This is an optimization exercise on Yosys and OpenROAD, whose aim is small area, a short achievable clock period and few clock cycles per item, not a production implementation.
In this exercise RTL edits were held to simulation tests only and were not proved equivalent to the original.

`flow/config.mk`:
```
export PLATFORM = sky130hd
export DESIGN_NAME = emsd_decoder
export DESIGN_NICKNAME = emsd_decoder
export VERILOG_FILES = /design/flow/design.v
export SDC_FILE = /design/flow/constraint.sdc
export NUM_CORES = 4
export LEC_CHECK = 0
export CAP_MARGIN = 20
export CORE_MARGIN = 2
export CORE_UTILIZATION = 40
export SLEW_MARGIN = 20
```
`flow/constraint.sdc`:
```
create_clock -name core_clock -period 12.0 [get_ports {clk}]
set_input_delay 2.4000 -clock core_clock [delete_from_list [all_inputs] [get_ports {clk}]]
set_output_delay 2.4000 -clock core_clock [all_outputs]
set_load 0.01 [all_outputs]
```
`flow/design.v`:
```
module emsd_decoder (
    input  wire        clk,
    input  wire        rst,         
    input  wire        wr_en,
    input  wire [3:0]  wr_addr,
    input  wire [31:0] wr_data,
    input  wire [9:0]  width,
    input  wire [7:0]  offset,
    input  wire        start,
    output wire        busy,
    output wire [2:0]  rcode,
    output wire [2:0]  pos,
    output wire [31:0] digits,
    output reg  [15:0] cursor,
    output reg  [9:0]  modw,
    output wire [76:0] codes,       
    output reg         nobar,
    output reg         oob,
    output reg         cfgerr
);
    localparam S_IDLE  = 4'd0,
               S_SKIP  = 4'd1,
               S_SKIPW = 4'd2,
               S_MEAS  = 4'd3,
               S_MEASW = 4'd4,
               S_SETUP = 4'd5,
               S_FAST  = 4'd6,
               S_DRAIN = 4'd7,
               S_SL1   = 4'd8,
               S_SL2   = 4'd9,
               S_SL3   = 4'd10,
               S_VOTE  = 4'd11;
    reg [3:0]   state;
    reg [511:0] sl;
    reg [9:0]   w;         
    reg [7:0]   off;
    reg [9:0]   p;         
    reg [9:0]   n;         
    reg [66:0]  mods;      
    reg         valid;     
    reg [4:0]   g;         
    reg         vb;        
    reg [15:0]  c;         
    reg         fresh;     
    reg         areg;
    reg [9:0]   k;
    reg [9:0]   dark, light;
    assign busy = (state != S_IDLE);
    integer i, j, q, u;
    always @(posedge clk) begin
        if (wr_en && state == S_IDLE)
            sl[32*wr_addr +: 32] <= {wr_data[0],  wr_data[1],  wr_data[2],  wr_data[3],
                                     wr_data[4],  wr_data[5],  wr_data[6],  wr_data[7],
                                     wr_data[8],  wr_data[9],  wr_data[10], wr_data[11],
                                     wr_data[12], wr_data[13], wr_data[14], wr_data[15],
                                     wr_data[16], wr_data[17], wr_data[18], wr_data[19],
                                     wr_data[20], wr_data[21], wr_data[22], wr_data[23],
                                     wr_data[24], wr_data[25], wr_data[26], wr_data[27],
                                     wr_data[28], wr_data[29], wr_data[30], wr_data[31]};
    end
    reg  signed [12:0] xa;           
    reg  [5:0]         xr;           
    reg                xneg;         
    reg  [6:0]         hl;           
    reg  [31:0]        ev, od;       
    wire [2:0]  ie = xa[8:6] + {2'd0, xa[5]};    
    wire [2:0]  io = xa[8:6];                    
    wire signed [13:0] lim = $signed({4'd0, w}) - $signed({xa[12], xa});
    always @(posedge clk) begin
        ev   <= sl[64*ie +: 32];
        od   <= sl[64*io + 32 +: 32];
        xr   <= xa[5:0];
        xneg <= xa[12];
        hl   <= (state == S_IDLE || lim >= 14'sd64) ? 7'd64 : (lim[13] ? 7'd0 : lim[6:0]);
    end
    wire [63:0] eo   = {od, ev};
    wire [127:0] eo2 = {eo, eo};
    wire [31:0] raw  = eo2[xr +: 32];
    reg  [63:0] vm;
    always @(*) for (u = 0; u < 64; u = u + 1) vm[u] = (u < hl);
    wire [31:0] s    = raw | ~vm[31:0];       
    wire        inr0 = !xneg && vm[0];
    wire        s0   = raw[0] | ~inr0;
    wire [63:0] pm   = eo | ~vm;              
    function automatic [13:0] runfind(input [63:0] px);    
        reg [63:0] pf;
        reg fd, fl;
        reg [5:0] pd, pl;
        integer t;
        begin
            pf[0] = ~px[0];
            for (t = 1; t < 64; t = t + 1) pf[t] = pf[t-1] | ~px[t];
            fd = 1'b0; fl = 1'b0; pd = 6'd0; pl = 6'd0;
            for (t = 63; t >= 0; t = t - 1) begin
                if (~px[t]) begin fd = 1'b1; pd = t[5:0]; end
                if (t > 0 && px[t] && pf[t-1]) begin fl = 1'b1; pl = t[5:0]; end
            end
            runfind = {fd, fl, pd, pl};
        end
    endfunction
    wire [13:0] rf_b = runfind(pm);
    wire        s_fd = rf_b[13], s_fl = rf_b[12];
    wire [5:0]  s_pd = rf_b[11:6], s_pl = rf_b[5:0];
    wire [5:0]  s_n  = s_pl - s_pd;
    wire        m_fl   = pm[0] | s_fl;
    wire [5:0]  ctz_pm = pm[0] ? 6'd0 : s_pl;
    reg [31:0] ln1;
    reg [15:0] ln2;
    reg [9:0]  ln3;
    reg [7:0]  ln4;
    reg [5:0]  ln5;
    reg [4:0]  ln6;
    reg [3:0]  ln7;
    reg [3:0]  ln8;
    function automatic cls(input [7:0] win, input [3:0] nn, input [2:0] o);
        reg [3:0] cnt;
        reg aa, ff;
        integer t;
        begin
            cnt = 4'd0;
            for (t = 0; t < 8; t = t + 1)
                if (t < nn) cnt = cnt + {3'd0, win[t]};
            aa = win[o];
            ff = win[nn - 4'd1];
            cls = (aa == ff) ? aa : (cnt > {1'b0, nn[3:1]});
        end
    endfunction
    always @(*) begin
        for (i = 0; i < 32; i = i + 1) ln1[31 - i] = s[i];
        for (i = 0; i < 16; i = i + 1) ln2[15 - i] = cls({6'd0, s[2*i +: 2]}, 4'd2, off[2:0]);
        for (i = 0; i < 10; i = i + 1) ln3[9 - i]  = cls({5'd0, s[3*i +: 3]}, 4'd3, off[2:0]);
        for (i = 0; i < 8;  i = i + 1) ln4[7 - i]  = cls({4'd0, s[4*i +: 4]}, 4'd4, off[2:0]);
        for (i = 0; i < 6;  i = i + 1) ln5[5 - i]  = cls({3'd0, s[5*i +: 5]}, 4'd5, off[2:0]);
        for (i = 0; i < 5;  i = i + 1) ln6[4 - i]  = cls({2'd0, s[6*i +: 6]}, 4'd6, off[2:0]);
        for (i = 0; i < 4;  i = i + 1) ln7[3 - i]  = cls({1'd0, s[7*i +: 7]}, 4'd7, off[2:0]);
        for (i = 0; i < 4;  i = i + 1) ln8[3 - i]  = cls(s[8*i +: 8], 4'd8, off[2:0]);
    end
    reg [66:0] mods_fast;
    always @(*) begin
        case (n[3:0])
            4'd1:    mods_fast = {mods[34:0], ln1};
            4'd2:    mods_fast = {mods[50:0], ln2};
            4'd3:    mods_fast = {mods[56:0], ln3};
            4'd4:    mods_fast = {mods[58:0], ln4};
            4'd5:    mods_fast = {mods[60:0], ln5};
            4'd6:    mods_fast = {mods[61:0], ln6};
            default: mods_fast = {mods[62:0], (n[3:0] == 4'd7) ? ln7 : ln8};
        endcase
    end
    function automatic [15:0] geom(input [3:0] nn);    
        case (nn)
            4'd1:    geom = {6'd32, 5'd2,  5'd29};
            4'd2:    geom = {6'd32, 5'd4,  5'd26};
            4'd3:    geom = {6'd30, 5'd6,  5'd9 };
            4'd4:    geom = {6'd32, 5'd8,  5'd20};
            4'd5:    geom = {6'd30, 5'd11, 5'd25};
            4'd6:    geom = {6'd30, 5'd13, 5'd18};
            4'd7:    geom = {6'd28, 5'd16, 5'd7 };
            default: geom = {6'd32, 5'd16, 5'd8 };
        endcase
    endfunction
    wire [15:0] geo_n = geom(n[3:0]);
    wire [15:0] geo_s = geom(s_n[3:0]);
    wire [5:0]  kn    = geo_n[15:10];
    wire [9:0]  half     = {1'b0, n[9:1]};
    wire [9:0]  dark_nx  = dark  + {9'd0, ~s0};
    wire [9:0]  light_nx = light + {9'd0, s0};
    wire [15:0] c_nx     = c + {6'd0, n};
    wire [10:0] cc       = (c[15:11] != 5'd0) ? 11'd2047 : c[10:0];
    wire [10:0] cc_nx    = (c_nx[15:11] != 5'd0) ? 11'd2047 : c_nx[10:0];
    wire        s_cfg  = (width == 10'd0) || (width > 10'd512);
    wire        s_fast = !fresh && s_fd && s_fl && ({4'd0, s_pl} <= width) &&
                         (s_n <= 6'd8) && ({2'd0, offset} < {2'd0, s_n});
    assign codes = {4'd0, mods[2:0],                   
                    mods[9:3],   mods[16:10], mods[23:17], mods[30:24],
                    2'd0, mods[35:31],                 
                    mods[42:36], mods[49:43], mods[56:50], mods[63:57],
                    4'd0, mods[66:64]};                
    function automatic [4:0] lookup_left(input [6:0] v);
        case (v)
            7'd114: lookup_left = {1'b1, 4'd0};
            7'd102: lookup_left = {1'b1, 4'd1};
            7'd108: lookup_left = {1'b1, 4'd2};
            7'd66:  lookup_left = {1'b1, 4'd3};
            7'd92:  lookup_left = {1'b1, 4'd4};
            7'd78:  lookup_left = {1'b1, 4'd5};
            7'd80:  lookup_left = {1'b1, 4'd6};
            7'd68:  lookup_left = {1'b1, 4'd7};
            7'd72:  lookup_left = {1'b1, 4'd8};
            7'd116: lookup_left = {1'b1, 4'd9};
            default: lookup_left = 5'd0;
        endcase
    endfunction
    reg [2:0]  t_rcode;
    reg [2:0]  t_pos;
    reg [31:0] t_digits;
    reg        t_fail;
    reg [4:0]  t_lk;
    always @(*) begin
        t_rcode  = 3'd1;
        t_pos    = 3'd0;
        t_digits = 32'd0;
        t_fail   = 1'b0;
        if (codes[6:0] != 7'd2) begin
            t_fail = 1'b1; t_rcode = 3'd2;
        end
        for (q = 0; q < 4; q = q + 1) begin
            t_lk = lookup_left(codes[7*(1+q) +: 7]);
            if (!t_fail && !t_lk[4]) begin
                t_fail = 1'b1; t_rcode = 3'd3; t_pos = q[2:0];
            end
            t_digits[28 - 4*q +: 4] = t_lk[3:0];
        end
        if (!t_fail && codes[41:35] != 7'd21) begin
            t_fail = 1'b1; t_rcode = 3'd4;
        end
        for (q = 0; q < 4; q = q + 1) begin
            t_lk = lookup_left(~codes[7*(6+q) +: 7]);    
            if (!t_fail && !t_lk[4]) begin
                t_fail = 1'b1; t_rcode = 3'd3; t_pos = 3'd4 + q[2:0];
            end
            t_digits[12 - 4*q +: 4] = t_lk[3:0];
        end
        if (!t_fail && codes[76:70] != 7'd2) begin
            t_fail = 1'b1; t_rcode = 3'd5;
        end
        if (t_fail) t_digits = 32'hFFFF_FFFF;
    end
    assign rcode  = valid ? t_rcode  : 3'd0;
    assign pos    = valid ? t_pos    : 3'd0;
    assign digits = valid ? t_digits : 32'hFFFF_FFFF;
    task automatic take_bit(input bit_v);
        begin
            mods <= {mods[65:0], bit_v};
            c    <= c_nx;
            xa   <= $signed({2'd0, cc_nx});
            if (mods[66]) begin           
                valid  <= 1'b1;
                cursor <= c_nx;
                xa    <= 13'sd0;
                state <= S_IDLE;
            end else
                state <= S_SL1;
        end
    endtask
    always @(posedge clk) begin
        if (rst) begin
            state  <= S_IDLE;
            cursor <= 16'd0;
            modw   <= 10'd0;
            mods   <= 67'd0;
            valid  <= 1'b0;
            nobar  <= 1'b0;
            oob    <= 1'b0;
            cfgerr <= 1'b0;
            xa     <= 13'sd0;
            vb     <= 1'b0;
            fresh  <= 1'b1;
        end else begin
            vb <= 1'b0;
            if (vb) mods <= mods_fast;
            fresh <= (state != S_IDLE) || (wr_en && wr_addr[3:1] == 3'd0);
            case (state)
                S_IDLE: if (start) begin
                    oob <= 1'b0;
                    w   <= width;
                    off <= offset;
                    if (s_cfg) begin
                        cfgerr <= 1'b1;
                    end else begin
                        cfgerr <= 1'b0;
                        if (s_fast) begin
                            p     <= {4'd0, s_pd};
                            n     <= {4'd0, s_n};
                            modw  <= {4'd0, s_n};
                            nobar <= 1'b0;
                            xa    <= $signed({7'd0, s_pd}) - $signed({8'd0, geo_s[4:0]})
                                     - $signed({5'd0, offset});
                            g     <= geo_s[9:5];
                            state <= S_FAST;
                        end else begin
                            state <= S_SKIPW;     
                        end
                    end
                end
                S_SKIP: begin
                    if (!rf_b[13]) begin
                        if (hl != 7'd64 || xa == 13'sd448) begin
                            p     <= w;
                            n     <= 10'd0;
                            state <= S_SETUP;
                        end else begin
                            xa    <= xa + 13'sd64;
                            state <= S_SKIPW;
                        end
                    end else begin
                        p <= {xa[9:6], s_pd};
                        if (rf_b[12]) begin
                            n     <= {4'd0, rf_b[5:0]} - {4'd0, rf_b[11:6]};
                            state <= S_SETUP;
                        end else begin
                            n     <= 10'd64 - {4'd0, rf_b[11:6]};
                            xa    <= xa + 13'sd64;
                            state <= S_MEASW;
                        end
                    end
                end
                S_SKIPW: state <= S_SKIP;
                S_MEAS: begin
                    if (m_fl) begin
                        n     <= n + {4'd0, ctz_pm};
                        state <= S_SETUP;
                    end else begin
                        n     <= n + 10'd64;
                        xa    <= xa + 13'sd64;
                        state <= S_MEASW;
                    end
                end
                S_MEASW: state <= S_MEAS;
                S_SETUP: begin
                    modw   <= n;
                    nobar  <= (n == 10'd0);
                    if (n == 10'd0) begin
                        mods   <= {67{1'b1}};
                        oob    <= 1'b1;
                        cursor <= {6'd0, p};
                        valid  <= 1'b1;
                        xa     <= 13'sd0;
                        state  <= S_IDLE;
                    end else if ((n <= 10'd8) && ({2'd0, off} < n)) begin
                        xa    <= $signed({3'd0, p}) - $signed({8'd0, geo_n[4:0]})
                                 - $signed({5'd0, off});
                        g     <= geo_n[9:5];
                        state <= S_FAST;
                    end else begin
                        c      <= {6'd0, p};
                        mods   <= 67'd1;         
                        xa     <= $signed({3'd0, p});
                        state  <= S_SL1;
                    end
                end
                S_FAST: begin
                    vb     <= 1'b1;
                    xa     <= xa + $signed({7'd0, kn});
                    g      <= g - 5'd1;
                    if (g == 5'd0) state <= S_DRAIN;
                end
                S_DRAIN: begin
                    oob    <= (xa > $signed({3'd0, w}));
                    cursor <= {3'd0, xa} + {8'd0, off};
                    valid <= 1'b1;
                    xa    <= 13'sd0;
                    state <= S_IDLE;
                end
                S_SL1: begin
                    xa    <= $signed({2'd0, cc}) + $signed({3'd0, n}) - $signed({5'd0, off}) - 13'sd1;
                    state <= S_SL2;
                end
                S_SL2: begin
                    areg  <= s0;
                    if (!inr0) oob <= 1'b1;
                    xa    <= $signed({2'd0, cc}) - $signed({5'd0, off});
                    state <= S_SL3;
                end
                S_SL3: begin
                    if (!inr0) oob <= 1'b1;
                    if (areg == s0) begin
                        take_bit(areg);
                    end else begin
                        dark  <= 10'd0;
                        light <= 10'd0;
                        k     <= 10'd0;
                        xa    <= xa + 13'sd1;
                        state <= S_VOTE;
                    end
                end
                S_VOTE: begin
                    if (!inr0) oob <= 1'b1;
                    if (dark_nx > half)
                        take_bit(1'b0);
                    else if (light_nx > half)
                        take_bit(1'b1);
                    else if (k == n - 10'd1)
                        take_bit(1'b0);
                    else begin
                        dark  <= dark_nx;
                        light <= light_nx;
                        k     <= k + 10'd1;
                        xa    <= xa + 13'sd1;
                    end
                end
                default: state <= S_IDLE;
            endcase
        end
    end
endmodule
```
`flow/run.sh`:
```
#!/bin/bash
# synth_recipe.tcl (not shown) runs the flow's synth.tcl, then flattens the netlist and writes it again
# the make line also repeats each setting of config.mk as NAME=value (left out here)
make -C /OpenROAD-flow-scripts/flow DESIGN_CONFIG=/design/flow/config.mk WORK_HOME=/design/flow/orfs CLKGATE_MAP_FILE= SYNTH_SCRIPT=/design/flow/synth_recipe.tcl finish
```
==> impl.org <==
** Setup path
- Worst-case reg-to-reg path depth :: 26
- In this run the critical register-to-register path is captured at p[4]$_DFFE_PP_.
- WP data arrival :: 10.44 ns
- For the worst setup path, the data required time is roughly 12 ns.
- Worst Path Max Fanout :: 23
- Critical Path Sink Type :: flop
- The startpoint identified for the worst register-to-register timing path is hl[4]$_SDFF_PP0_.
- The critical path is of the reg2reg type.
- STA classifies the critical path startpoint as a flop.
- The worst register-to-register path has a setup slack of 1.89 ns.
- First element of the critical path :: hl[4]$_SDFF_PP0_

** Routing
- Wire length per cell after detailed routing :: 27.9 um
- Starting DRT DRC Count :: 6623
- Average via count per standard cell :: approximately 6.5
- Vias :: around 55000
- In the routed design, unresolved DRC markers number 0.
- The routed design has 235000 um of wire.
- In this run the remaining antenna-violating nets after routing total 0.
- Pre-antenna DRT Iters :: 9

** Placed design
- Placement-stage cell area :: 63300 um2
- Hpwl dp :: 162000 um
- In this run the tool buffered the top-level ports with 192 buffer cells.
- Post-place setup slack :: 2.10 ns
- Routability-driven placement finished with a final weighted congestion of between 0.9 and 1.

** Die
- After floorplanning, the core was divided into between 100 and 150 placement rows.
- Measured along the x axis, the die boundary spans 391 um.
- Initial standard-cell utilization of the core :: 40.2%
- IO Count :: 203
- The die is 391 um tall.
- The floorplan step defined a core boundary enclosing 149000 um2.
- Area of the die :: 153000 um2

** Logic synthesis
- The cell count after synthesis came out at 6503.
- Area share of the leading cell type in the synthesized netlist :: 30.2%
- The commonest cells after synthesis are sky130_fd_sc_hd__nand2_1, sky130_fd_sc_hd__o21ai_0, sky130_fd_sc_hd__edfxtp_1.
- Synthesis inferred between 700 and 800 register bits.
- In the synthesized netlist the async set-or-reset flop fraction comes to 0%.
- Summing the areas of all compound-gate instances in the mapped netlist gives between 20% and 30% of the synthesized area.
- Syn_area_per_cell :: slightly above 9 um2
- Sequential elements use between 30% and 40% of the synthesized area.
- Leading area contributor after synthesis :: sky130_fd_sc_hd__edfxtp_1
- The synthesized design contains 602 enable-type register cells.
- Post-Synth Adder-Cell Area :: around 7.0%
- The mapped netlist covers approximately 60000 um2.
- In this run, distinct cell masters in the synthesized netlist total 102.
- The most used flip-flop cell after synthesis is sky130_fd_sc_hd__edfxtp_1.
- The Yosys step of the flow raised 2 warnings.
- Of the post-synthesis cell area, the part taken by muxes is 11.7%.
- Dominant combinational cell family by area after synthesis :: compound AO/OA/AOI/OAI gates
- XOR/XNOR share of the synthesized area :: 2.44%
- Among all cell types in the netlist, the one instantiated most often is sky130_fd_sc_hd__nand2_1.
- After Yosys synthesis, and, or, nand and nor cells account for 15.3% of the synthesized area.
- Cells taking the most area after synthesis :: sky130_fd_sc_hd__edfxtp_1, sky130_fd_sc_hd__mux4_2, sky130_fd_sc_hd__dfxtp_1

** STA
- Headroom to the max-slew limit came out at 22.3%.
- The max-slew violation count is 0.
- TNS Setup :: 0 ns
- Worst hold slack :: 0.473 ns
- Of the available clock period, the critical path in the final layout requires 84.2%.
- Setup repair after global routing left no endpoint under its margin.
- # setup viols final :: 0
- Hold Violations, Final :: 0
- Post-route clock skew :: 0.0687 ns
- Transition time of the tightest slew-check pin :: 1.16 ns
- The worst path needs approximately 10 ns of the cycle, external delays included.
- Static timing analysis puts the maximum clock frequency at 0.0989 GHz.
- Setup slack on the critical path of the routed design comes to 1.89 ns.

** GRT
- Vias in the first global route :: 52492
- Maximum number of pins on one net before global-route repair :: 179
- The first global-routing pass estimated 348000 um of wire.
- The initial antenna violation count is 6.
- Global routing used 30.0% of the available tracks.
- Overflow left after global routing :: 0

** Hold path
- Capture endpoint of the worst hold path :: modw[1]$_SDFFE_PP0P_
- HP Start :: modw[1]$_SDFFE_PP0P_
- Hold Path Depth :: 2
- The tightest min-delay check is of the reg2reg type.

** Clock network
- Clock net sink count :: 796
- Once the clock tree was built, the resizer swapped 0 gates to a different size.
- Number of H-tree levels :: 3
- The number of hold buffers added after CTS was 0.
- Max clock buf depth :: 3
- Setup repair bufs after CTS :: 0
- Clock slew seen by the registers of the worst setup and hold paths :: 0.07 ns
- The clock reaches the later pin of the worst-skew pair after 0.76 ns.
- Buffer cell driving the clock tree root :: sky130_fd_sc_hd__clkbuf_16
- TritonCTS built the clock tree.
- Clock tree synthesis inserted a total of 94 buffers.

** Cells and area
- The area growth from synthesis to layout is 11.0%.
- The final layout contains 6735 nets.
- Fraction of final layout cells with drive strength greater than 1 :: 11.0%
- The finished cells cover roughly 67000 um2.

** Outcome
- Run status :: no timing/DRC/antenna violations

** Run
- Number of violations of the max-capacitance limit :: 0
[worst max-delay path: stages (launching register included)]
cell	delay, ns
sky130_fd_sc_hd__dfxtp_1	0.90
sky130_fd_sc_hd__nor4b_4	0.60
sky130_fd_sc_hd__a211oi_1	0.31
sky130_fd_sc_hd__nor4_2	0.79
sky130_fd_sc_hd__nand4_2	0.50
sky130_fd_sc_hd__or4_1	0.75
sky130_fd_sc_hd__o21ai_0	0.20
sky130_fd_sc_hd__a21oi_1	0.09
sky130_fd_sc_hd__o32a_1	0.30
sky130_fd_sc_hd__o211ai_1	0.19
sky130_fd_sc_hd__a21oi_1	0.18
sky130_fd_sc_hd__nor3_1	0.51
sky130_fd_sc_hd__ha_1	0.33
sky130_fd_sc_hd__a21o_1	0.18
sky130_fd_sc_hd__a21o_1	0.20
sky130_fd_sc_hd__xor2_1	0.48
sky130_fd_sc_hd__inv_1	0.24
sky130_fd_sc_hd__ha_1	0.32
sky130_fd_sc_hd__o21ai_0	0.08
sky130_fd_sc_hd__a31oi_1	0.07
sky130_fd_sc_hd__o21a_1	0.18
sky130_fd_sc_hd__o21ai_0	0.16
sky130_fd_sc_hd__nand4_1	0.10
sky130_fd_sc_hd__or4_1	0.62
sky130_fd_sc_hd__or3_1	0.40
sky130_fd_sc_hd__a211o_1	0.35
sky130_fd_sc_hd__nor2_1	0.69
[metrics by stage]
stage | utilization, % | std cells
finish | 44.6 | 8417
floorplan | - | 6512
global placement | 42.4 | 8236
global route | 44.6 | 8414
detailed placement | 42.4 | 8236
CTS | 44.6 | 8414
[layout make-up]
| class | count | area [um2] |
|---|---|---|
| fillers | 14430 | 82700 |
| repair buffers | 321 | 2900 |
| multi-input cells | 4919 | 35100 |
| well taps | 1944 | 2430 |
| inverters | 256 | 961 |
| clock buffers | 133 | 2630 |
| clock inverters | 45 | 548 |
| diodes | 3 | 7.51 |
| flip-flops and latches | 796 | 22000 |
[sequential cells by signal (all words and copies together) (netlist names), 13 cells and up]
name / count
od: 32
c: 16
cursor: 16
sl: 512
xa: 13
mods: 67
ev: 32
[how the worst max path moves through the flow]
stage                     endpoint  slack [ns]  depth (start not counted)
2_1_floorplan      sl[0]$_DFFE_PP_        2.99                          1
3_3_place_gp    p[7]$_SDFFCE_PN0P_        2.40                         26
3_5_place_dp    p[7]$_SDFFCE_PN0P_        2.10                         26
4_1_cts             p[4]$_DFFE_PP_        2.07                         26
5_1_grt        xa[11]$_SDFFE_PP0P_        1.28                         32
6_report            p[4]$_DFFE_PP_        1.89                         26
[routing by layer]
| layer | vias to the layer above | GRT usage (%) | share of wire, % |
|---|---|---|---|
| li1 | 24215 | - | - |
| met5 | - | 0 | 0.020 |
| met1 | 27019 | 40.2 | 40 |
| met3 | 593 | 5.38 | 9.3 |
| met4 | 6 | 13.9 | 5.0 |
| met2 | 3159 | 47.0 | 45 |
[cells by family (layout without fill, tap and decap cells)]
logic type	count (synthesis)	in the layout
compound gates	2017	2017
flops	796	796
fa+ha+maj	303	303
simple gates	2029	2029
other cells	1	13
mux	393	393
buf+inv	797	755
xor+xnor	167	167
[cells in the final DEF, fill, tap and decap left out, drive strengths merged, types with 37 or more instances in the layout]
| cell type | n |
|---|---|
| nand2 | 1019 |
| o21ai | 762 |
| edfxtp | 602 |
| nor2 | 379 |
| a21oi | 335 |
| inv | 260 |
| mux4 | 241 |
| ha | 231 |
| dfxtp | 194 |
| clkdlybuf4s50 | 191 |
| clkbuf | 133 |
| buf | 130 |
| nor3 | 127 |
| o211ai | 112 |
| xnor2 | 108 |
| nand3 | 100 |
| a22oi | 97 |
| mux2i | 83 |
| a221oi | 77 |
| a211oi | 75 |
| nand4 | 74 |
| mux2 | 69 |
| xor2 | 59 |
| fa | 58 |
| a21o | 49 |
| a31oi | 48 |
| nor2b | 46 |
| and2 | 42 |
| o21a | 40 |
| nand2b | 39 |
| o2111ai | 37 |
Testbench counts, summed over its fixed seeds: cycles 5,517, items 192.

==> afterwards: timing with drivers on the ports <==
In the flow no input, the clock included, has a driving cell. The finished layout below was timed again as built, in two steps. Step 1: set_driving_cell puts a clkbuf_16 on clk and a buf_2 on each other input, an assumption about the parent block. Step 2 adds t to the input delays and takes it off the output delays; t is the mean of the earliest and latest rising clock arrival at the registers after step 1. Input paths then give back, and output paths get back, about the clock's delay inside the block. a / b / c = ideal / step 1 / step 2; a / b = the first two.
t (ns): 0.808
slack for setup (ns): 1.893 / 1.893 / 1.893
hold slack, ns: 0.473 / 0.473 / 0.473
cell pins on the clock port's net: 1
After both steps setup and hold are still met in this run. For this run, drivers alone change the setup slack by 0.000 ns; drivers and shift together by 0.000 ns.
